This is an optimization exercise on Yosys and OpenROAD, whose aim is small area, not a production implementation.
Function was checked by simulation only, so behaviour that the tests miss may differ from the original.
Power is estimated from default activity; no workload was simulated.

File: design.v
module mjmux_rx #(
    parameter integer BUFFER_SIZE = 128,
    parameter [6:0]   DEFAULT_ID  = 7'd1
) (
    input  wire        clk,
    input  wire        rst,           
    input  wire        rx_valid,
    input  wire [7:0]  rx_data,
    output wire        rx_ready,
    input  wire        rx_close,      
    input  wire        cfg_we,
    input  wire [7:0]  cfg_wdata,
    output wire [6:0]  node_id,
    output wire        out_valid,
    output wire [7:0]  out_data,
    output wire        out_last,
    input  wire        out_ready,
    output wire [15:0] stat_wrong_id,
    output wire [15:0] stat_checksum,
    output wire [15:0] stat_overrun
);
    localparam [3:0] S_H0      = 4'd0,
                     S_H1      = 4'd1,
                     S_SRC     = 4'd2,
                     S_DST     = 4'd3,
                     S_LEN     = 4'd4,
                     S_PAY     = 4'd5,
                     S_CRC0    = 4'd6,
                     S_CRC1    = 4'd7,
                     S_DELIVER = 4'd8;
    localparam [15:0] CRC_POLY = 16'h1021;
    function [15:0] crc_step;
        input [15:0] c_in;
        input [7:0]  b;
        integer i;
        reg [15:0] c;
        begin
            c = c_in ^ {b, 8'h00};
            for (i = 0; i < 8; i = i + 1) begin
                if (c[15])
                    c = (c << 1) ^ CRC_POLY;
                else
                    c = c << 1;
            end
            crc_step = c;
        end
    endfunction
    localparam [15:0] CRC_HDR = crc_step(crc_step(16'hFFFF, 8'h54), 8'hAB);
    reg [3:0]  state;
    reg [6:0]  id_q;
    reg [6:0]  ph;
    reg [7:0]  idx;        
    reg [7:0]  len_q;
    reg [15:0] crc_q;
    reg        dst_ok;
    reg        lo_ok;
    reg [7:0]  obuf;
    reg        ov;
    reg [15:0] cnt_wrong_id;
    reg [15:0] cnt_checksum;
    reg [15:0] cnt_overrun;
    reg [8*BUFFER_SIZE-1:0] ring;    
    wire st_pay = (state == S_PAY);
    wire st_del = (state == S_DELIVER);
    wire at_end = (idx == len_q);
    assign rx_ready  = !st_del && (!st_pay || (ph == idx[6:0] && !at_end));
    assign node_id   = id_q;
    assign out_valid = ov;
    assign out_data  = obuf;
    assign out_last  = at_end;
    assign stat_wrong_id = cnt_wrong_id;
    assign stat_checksum = cnt_checksum;
    assign stat_overrun  = cnt_overrun;
    wire take = rx_valid && rx_ready;
    wire        crc_tail = (state == S_CRC0) || (state == S_CRC1);
    wire [15:0] crc_next = crc_step(crc_q, crc_tail ? 8'h00 : rx_data);
    wire [15:0] crc_fin  = crc_step(crc_next, 8'h00);
    wire [2:0]  len_n   = idx[2:0];
    wire        hi_new  = idx[7] |
                          ((len_n == 3'd1) ? (|rx_data[6:1]) :
                           (len_n == 3'd4) ? (|rx_data[3:0]) :
                           (len_n != 3'd0) ? (|rx_data[6:0]) : 1'b0);
    wire [7:0]  len_new = (len_n == 3'd0) ? {1'b0, rx_data[6:0]} :
                          {(len_n == 3'd1) ? rx_data[0] : len_q[7], len_q[6:0]};
    wire        len_over = hi_new || (len_new[7] && (|len_new[6:0]));
    wire        load = st_del && (!ov || out_ready) && !at_end && (ph[3:0] == 4'd0);
    reg  [7:0]  tapv;
    always @(*) begin
        case (ph[6:4])
            3'd0:    tapv = ring[8*127+7:8*127];
            3'd1:    tapv = ring[8*15+7:8*15];
            3'd2:    tapv = ring[8*31+7:8*31];
            3'd3:    tapv = ring[8*47+7:8*47];
            3'd4:    tapv = ring[8*63+7:8*63];
            3'd5:    tapv = ring[8*79+7:8*79];
            3'd6:    tapv = ring[8*95+7:8*95];
            default: tapv = ring[8*111+7:8*111];
        endcase
    end
    always @(posedge clk) begin
        if (rst) begin
            id_q <= DEFAULT_ID;
        end else if (cfg_we) begin
            id_q <= cfg_wdata[6:0];
        end
    end
    always @(posedge clk) begin
        ring <= {ring[8*BUFFER_SIZE-9:0],
                 (take && st_pay) ? rx_data : ring[8*BUFFER_SIZE-1:8*BUFFER_SIZE-8]};
    end
    wire st_len  = (state == S_LEN);
    wire len_end = take && st_len && !rx_data[7];
    always @(posedge clk) begin
        if (st_len)
            ph <= 7'd0;
        else if (!load)
            ph <= ph + 7'd1;
    end
    always @(posedge clk) begin
        if (state == S_H0 || state == S_H1)
            crc_q <= CRC_HDR;
        else if (take)
            crc_q <= crc_next;
    end
    always @(posedge clk) begin
        if (state == S_SRC)
            obuf <= rx_data;
        else if (load)
            obuf <= tapv;
    end
    always @(posedge clk) begin
        if (state == S_DST)
            dst_ok <= (rx_data == {1'b0, id_q});
        if (state == S_CRC0)
            lo_ok <= (crc_fin[7:0] == rx_data);
        if (st_len)
            len_q <= len_new;
    end
    always @(posedge clk) begin
        if (state == S_DST || len_end || state == S_CRC1)
            idx <= 8'd0;
        else if (take && st_len)
            idx <= {hi_new, idx[6:0] + 7'd1};
        else if ((take && st_pay) || load)
            idx <= idx + 8'd1;
    end
    wire crc_ok = lo_ok && (crc_next[15:8] == rx_data);
    wire inc_over = take && st_len && (rx_data[7] ? (len_n == 3'd4) : len_over);
    wire inc_crc  = take && (state == S_CRC1) && !crc_ok;
    wire inc_id   = take && (state == S_CRC1) && crc_ok && !dst_ok;
    always @(posedge clk) begin
        if (rst) begin
            cnt_wrong_id <= 16'd0;
            cnt_checksum <= 16'd0;
            cnt_overrun  <= 16'd0;
        end else begin
            if (inc_over && cnt_overrun != 16'hFFFF)
                cnt_overrun <= cnt_overrun + 16'd1;
            if (inc_crc && cnt_checksum != 16'hFFFF)
                cnt_checksum <= cnt_checksum + 16'd1;
            if (inc_id && cnt_wrong_id != 16'hFFFF)
                cnt_wrong_id <= cnt_wrong_id + 16'd1;
        end
    end
    always @(posedge clk) begin
        if (rst) begin
            state <= S_H0;
            ov    <= 1'b0;
        end else if (rx_close && rx_ready) begin
            state <= S_H0;
        end else begin
            case (state)
                S_H0: if (take) begin
                    if (rx_data == 8'h54)
                        state <= S_H1;
                end
                S_H1: if (take) begin
                    if (rx_data == 8'hAB)
                        state <= S_SRC;
                    else if (rx_data != 8'h54)
                        state <= S_H0;
                end
                S_SRC: if (take) state <= S_DST;
                S_DST: if (take) state <= S_LEN;
                S_LEN: if (take) begin
                    if (rx_data[7]) begin
                        if (len_n == 3'd4)
                            state <= S_H0;
                    end else if (len_over) begin
                        state <= S_H0;
                    end else begin
                        state <= S_PAY;
                    end
                end
                S_PAY: if (at_end) state <= S_CRC0;
                S_CRC0: if (take) state <= S_CRC1;
                S_CRC1: if (take) begin
                    if (!crc_ok || !dst_ok) begin
                        state <= S_H0;
                    end else begin
                        ov    <= 1'b1;
                        state <= S_DELIVER;
                    end
                end
                S_DELIVER: begin
                    if (ov && out_ready && at_end) begin
                        ov    <= 1'b0;
                        state <= S_H0;
                    end else if (load) begin
                        ov <= 1'b1;
                    end else if (out_ready) begin
                        ov <= 1'b0;
                    end
                end
                default: state <= S_H0;
            endcase
        end
    end
endmodule
File: flow/run.sh
#!/bin/bash
# Own layout flow: the standard synthesis, then the combinational logic re-mapped by ABC (remap.abc,
# registers untouched), then the standard ORFS flow with CTS without dummy loads
# and with small port buffers.
set -euo pipefail
W=$(pwd)
R=$W/orfs/results/$FLOW_PLATFORM/mjmux_rx/base
LIB=$FLOW_HOME/platforms/$FLOW_PLATFORM/lib/sky130_fd_sc_hd__tt_025C_1v80.lib

# 1. the standard synthesis, unchanged
bash standard.sh synth > $W/flow_synth.log 2>&1

# 2. re-map the combinational logic
cp $R/1_2_yosys.v $W/1_2_yosys_std.v
SEQ=$(grep -oE "sky130_fd_sc_hd__(e?dfx[a-z0-9_]*|dfr[a-z0-9_]*|dfs[a-z0-9_]*|sdf[a-z0-9_]*|dl[a-z0-9_]*|conb_1)" $W/1_2_yosys_std.v | sort -u | tr '\n' ' ')
DU=""
for c in $(grep -oE "cell \(\"sky130_fd_sc_hd__(lpflow|probe)[a-z0-9_]*" $LIB | grep -oE "sky130_fd_sc_hd__[a-z0-9_]*" | sort -u); do DU="$DU -dont_use $c"; done
sed -e "s#LIBFILE#$LIB#g" -e "s#SEQCELLS#$SEQ#" -e "s#NETLIST#$R/1_2_yosys.v#g" -e "s#TOP#$FLOW_TOP#" -e "s#DONTUSE#$DU#" -e "s#ABCSCRIPT#$W/flow/remap.abc#" \
    flow/remap.ys > $W/remap.ys
yosys -s $W/remap.ys > $W/remap.log 2>&1
rm -f $R/1_synth.odb $R/1_synth.sdc

# 3. the rest of the standard flow
export CTS_ARGS="-sink_clustering_enable -repair_clock_nets -dont_use_dummy_load -buf_list sky130_fd_sc_hd__clkbuf_4 -sink_clustering_size 10 -sink_clustering_max_diameter 40"
export BUFFER_PORTS_ARGS="-buffer_cell sky130_fd_sc_hd__buf_1"
bash standard.sh > $W/flow_finish.log 2>&1
File: flow/remap.abc
strash; ifraig; scorr; dc2; strash; &get -n; &dch -f; &nf -R 1000; &put
File: flow/remap.ys
# Re-map the combinational logic of the standard synthesis's netlist with an area-minded ABC
# script (remap.abc). Registers and tie cells stay as they are (same instances, names and cells).
read_liberty -ignore_miss_func LIBFILE
blackbox SEQCELLS
read_verilog NETLIST
hierarchy -top TOP
flatten
opt -purge
abc -script ABCSCRIPT -liberty LIBFILE DONTUSE
opt_clean -purge
setundef -zero
hilomap -singleton -hicell sky130_fd_sc_hd__conb_1 HI -locell sky130_fd_sc_hd__conb_1 LO
splitnets
opt_clean -purge
stat -liberty LIBFILE
write_verilog -noattr -nohex -nodec -selected NETLIST
File: standard.sh
#!/bin/bash
# synth_recipe.tcl (not shown) runs the flow's synth.tcl, then flattens the netlist and writes it again
# the make line also repeats each setting of config.mk as NAME=value (left out here)
make -C /OpenROAD-flow-scripts/flow DESIGN_CONFIG=/design/flow/config.mk WORK_HOME=/design/flow/orfs CLKGATE_MAP_FILE= SYNTH_SCRIPT=/design/flow/synth_recipe.tcl "${@:-finish}"
File: config.mk
export PLATFORM = sky130hd
export DESIGN_NAME = mjmux_rx
export DESIGN_NICKNAME = mjmux_rx
export VERILOG_FILES = /design/flow/design.v
export SDC_FILE = /design/flow/constraint.sdc
export NUM_CORES = 4
export LEC_CHECK = 0
export CAP_MARGIN = 20
export CORE_MARGIN = 2
export CORE_UTILIZATION = 40
export SLEW_MARGIN = 20
File: constraint.sdc
create_clock -name core_clock -period 10.0 [get_ports {clk}]
set_input_delay 2.0000 -clock core_clock [delete_from_list [all_inputs] [get_ports {clk}]]
set_output_delay 2.0000 -clock core_clock [all_outputs]
set_load 0.01 [all_outputs]
==> run notes <==
state kept, by name, summed over array words and instances (netlist names):
register	cells
cnt_checksum	16
cnt_overrun	16
cnt_wrong_id	16
crc_q	16
dst_ok	1
id_q	7
idx	8
len_q	8
lo_ok	1
obuf	8
ov	1
ph	7
ring	1024
state	4
power groups by stage:
stage | combinational [mW] | sequential (mW) | clock [mW]
detailed placement | 0.264 | 4.66 | 0
finish | 0.259 | 4.55 | 1.88
floorplan | 0.123 | 4.68 | 0
global route | 0.283 | 4.56 | 2.17
CTS | 0.265 | 4.55 | 1.98
global placement | 0.259 | 4.66 | 0
layer usage:
layer	GRT usage [%]	wire length, um	part of all wire, %
met5	0	49	0.13
met4	6.641	1092	2.8
met3	3.850	2055	5.3
met2	16.60	16190	42
met1	16.40	19300	50
cell type report:
type                    count  area, um^2  area share (%)
clock buffers             134        1006           3.515
well taps                 855        1070           3.738
multi-input cells         533        3243           11.33
flip-flops and latches   1133       22860           79.88
repair buffers             92       369.1           1.290
inverters                  16       60.06          0.2098
diodes                      4       10.01         0.03497
cell usage in the layout (no fill, tap or decap), types with 4 or more instances in the layout:
cell type and n:
sky130_fd_sc_hd__dfxtp_1 1115, sky130_fd_sc_hd__clkbuf_4 134, sky130_fd_sc_hd__buf_1 85, sky130_fd_sc_hd__nor2_1 81, sky130_fd_sc_hd__a21oi_1 65, sky130_fd_sc_hd__nor3_1 50
sky130_fd_sc_hd__nand2_1 48, sky130_fd_sc_hd__xor2_1 35, sky130_fd_sc_hd__o21ai_0 33, sky130_fd_sc_hd__xnor2_1 26, sky130_fd_sc_hd__and3_1 23, sky130_fd_sc_hd__edfxtp_1 18
sky130_fd_sc_hd__clkinv_1 16, sky130_fd_sc_hd__and2_0 16, sky130_fd_sc_hd__mux2i_1 16, sky130_fd_sc_hd__nand3_1 14, sky130_fd_sc_hd__nor2b_1 14, sky130_fd_sc_hd__o21bai_1 14
sky130_fd_sc_hd__nand4_1 13, sky130_fd_sc_hd__nor4_1 9, sky130_fd_sc_hd__o211ai_1 7, sky130_fd_sc_hd__nand2b_1 6, sky130_fd_sc_hd__a221oi_1 6, sky130_fd_sc_hd__a211oi_1 6
sky130_fd_sc_hd__o22ai_1 6, sky130_fd_sc_hd__mux2_1 6, sky130_fd_sc_hd__buf_4 6, sky130_fd_sc_hd__a22oi_1 5, sky130_fd_sc_hd__mux4_2 5, sky130_fd_sc_hd__diode_2 4
worst register-to-register path, cell delays in order, from the launching register on:
cell and delay (ns):
sky130_fd_sc_hd__dfxtp_1 0.54, sky130_fd_sc_hd__nor2b_1 0.25, sky130_fd_sc_hd__nand2_1 0.39, sky130_fd_sc_hd__nand2_1 0.21
sky130_fd_sc_hd__xor2_1 0.28, sky130_fd_sc_hd__xor2_1 0.36, sky130_fd_sc_hd__xnor2_1 0.20, sky130_fd_sc_hd__nand2b_1 0.09
sky130_fd_sc_hd__o2111ai_1 0.15, sky130_fd_sc_hd__or2_0 0.35, sky130_fd_sc_hd__nand2_1 0.10, sky130_fd_sc_hd__a21oi_1 0.28
sky130_fd_sc_hd__and3_1 0.29, sky130_fd_sc_hd__nor2b_1 0.25, sky130_fd_sc_hd__and3_1 0.28, sky130_fd_sc_hd__nor2b_1 0.24
sky130_fd_sc_hd__and2_0 0.28, sky130_fd_sc_hd__and3_1 0.22, sky130_fd_sc_hd__nor3_1 0.06
worst max path at each step:
stage	start	end	slack (ns)	depth (start not counted)
3_5_place_dp	rx_data[4]	cnt_checksum[13]	4.00	16
4_1_cts	state[3]	rx_ready	4.63	5
2_1_floorplan	rx_data[3]	cnt_checksum[13]	5.05	16
6_report	state[3]	rx_ready	4.69	5
5_1_grt	state[3]	rx_ready	4.36	5
3_3_place_gp	rx_data[4]	cnt_checksum[13]	4.13	16
through the flow:
stage / setup WS [ns] / instances / power, mW
floorplan: 5.046 / 1682 / 4.805
global placement: 4.131 / 2629 / 4.916
detailed placement: 4.005 / 2629 / 4.922
CTS: 4.630 / 2763 / 6.800
global route: 4.363 / 2765 / 7.014
finish: 4.686 / 2767 / 6.689
==> Implementation_results.wiki <==
{| class="wikitable"
! Metric !! Value
|-
| Achievable frequency || 188.2 MHz
|-
| Port bufs || 86
|-
| Overflow left after global routing || 0
|-
| Number of gates resized after CTS || 0
|-
| Final setup violation count || 0
|-
| Vias after detailed routing || 12040
|-
| Wire length per cell after detailed routing || 13.98 um
|-
| Final-layout worst hold slack || 0.2589 ns
|-
| Clock Latency Late Sink || ~0.9 ns
|-
| Endpoint of the worst register-to-register path || cnt_checksum[13]
|-
| Sink Count || 1133
|-
| Via density per instance || 4.351
|-
| Max-slew headroom || 37.55%
|-
| Outcome || complete, no violations
|-
| Layout cells sized above 1 || a little under 8%
|-
| CTS Hold Bufs || 0
|-
| Cell at the root of the clock tree || sky130_fd_sc_hd__clkbuf_4
|-
| Synthesized area || 0.02615 mm^2
|-
| Wire length of the first global-routing pass || between 60 and 70 mm
|-
| First-pass iteration count of the detailed router || 5
|-
| Setup TNS || 0 ns
|-
| Max H-tree Level || 4
|-
| Leakage Power || between 10 and 15 nW
|-
| Reg2reg path depth || 18
|-
| Clock tree from TritonCTS || built
|-
| Die height || between 200 and 300 um
|-
| Unrepaired setup endpoints after global routing || false
|-
| CP delay by family, top || simple AND/OR/NAND/NOR gates
|-
| Maximum number of pins on one net before global-route repair || 57
|-
| Required time reported for the critical path endpoint || 8.00 ns
|-
| Count of nets left with antenna violations after detail routing || 0
|-
| Filler Cells Inserted || 5769
|-
| Critical path class || flip-flop to output pin
|-
| VDD IR-drop max || 0.0001396 V
|-
| Cell-by-cell trace of the critical path || nor4b_1 > nor4_1 > a31oi_1 > clkinv_1 > buf_1
|-
| Die area || 0.06743 mm^2
|-
| Net switching fraction of the power || around 22%
|-
| CP Capture Type || output pin
|-
| Final design area excluding fillers || 0.02862 mm^2
|-
| Worst Hold Path Cells || 0
|-
| Worst hold start || ring[814]
|-
| Buffers inserted by post-CTS timing repair || 0
|-
| Total global-route track usage || 11.95%
|-
| Clock Pin Slew Worst Setup and Hold Paths || 0.09 ns
|-
| Layout Area Growth over Synthesis || 9.450%
|-
| Gate Count Post-Synth || 1682
|-
| Critical Path Max Stage Delay || 0.81 ns
|-
| Core Region || around 0.065 mm^2
|-
| Initial standard-cell utilization of the core || 40.49%
|-
| Final hold violation count || 0
|-
| Synthesized net count || 1704
|-
| Clock Path Buffers || 3
|-
| DRC viols || 0
|-
| Cell area power density || 233.7 mW/mm^2
|-
| Initial antenna violation count || 7
|-
| FF-to-FF Start || state[2]
|-
| Post-Place Cell Area || approximately 0.028 mm^2
|-
| Reg power frac || 68.1%
|-
| DP Wirelength || 22.95 mm
|-
| Hold endpoint || ring[822]
|-
| Kind of start point of the critical path || flip-flop
|-
| Post-route clock period utilization || 53.14%
|-
| Max-capacitance violation count || 0
|-
| Utilization of the core after routing || 44.32%
|-
| Final-stage net count || between 1500 and 2000
|-
| Avg Inst Size Synth || 15.55 um^2
|-
| Tightest Pin Transition || ~0.9 ns
|-
| Worst Path Max Fanout || 14
|-
| Clock Power Share || 28.1%
|-
| Internal Dissipation || about 5.2 mW
|-
| Count of pins over their slew limit || 0
|-
| Clock period minus final worst setup slack || 5.314 ns
|-
| Reg-to-reg slack, setup || 4.99 ns
|-
| Yosys warnings || 1
|-
| I/O Pins || 88
|-
| Worst clock skew || 0.07141 ns
|-
| DRT iter0 DRCs || 457
|-
| Combinational Power Share || 3.9%
|-
| Data arrival, critical path || 3.31 ns
|-
| Horizontal die dimension || 259.7 um
|-
| Switching power of the nets || 1.445 mW
|-
| Critical path buffers and inverters || 2
|-
| Number of cell rows || a little over 90
|-
| Cell with the largest stage delay on the worst path || sky130_fd_sc_hd__nor4b_1
|-
| Routed WL || around 39 mm
|-
| Vias in the first global route || 12182
|-
| Type of the most critical hold path || flip-flop to flip-flop
|-
| TritonCTS buffer count || 134
|-
| RD Place Congestion || 0.8114
|}

## re-timing with driven ports
In the flow no input, the clock included, has a driving cell. The finished layout below was timed again as built, in two steps. Step 1 (the two cells are an assumption about what drives the block):
set clk [get_ports {clk}]
set_driving_cell -lib_cell sky130_fd_sc_hd__clkbuf_16 $clk
set_driving_cell -lib_cell sky130_fd_sc_hd__buf_2 [delete_from_list [all_inputs] $clk]
Step 2, shift: input delay + t, output delay - t, t = (earliest + latest rising clock arrival at the registers) / 2. This alone moves slack from input paths to output paths. a / b / c = ideal / step 1 / step 2; a / b = the first two.
t (ns): 0.942
setup WS [ns]: 4.686 / 4.633 / 3.922
latest minus earliest clock arrival (ns): 0.119 / 0.118
worst data-port slew with drivers (ns): 0.09
pins driven straight from the clock port: 1
After both steps this run still meets setup and hold. The setup slack of this run moves by -0.053 ns with the drivers and by -0.764 ns with both steps.
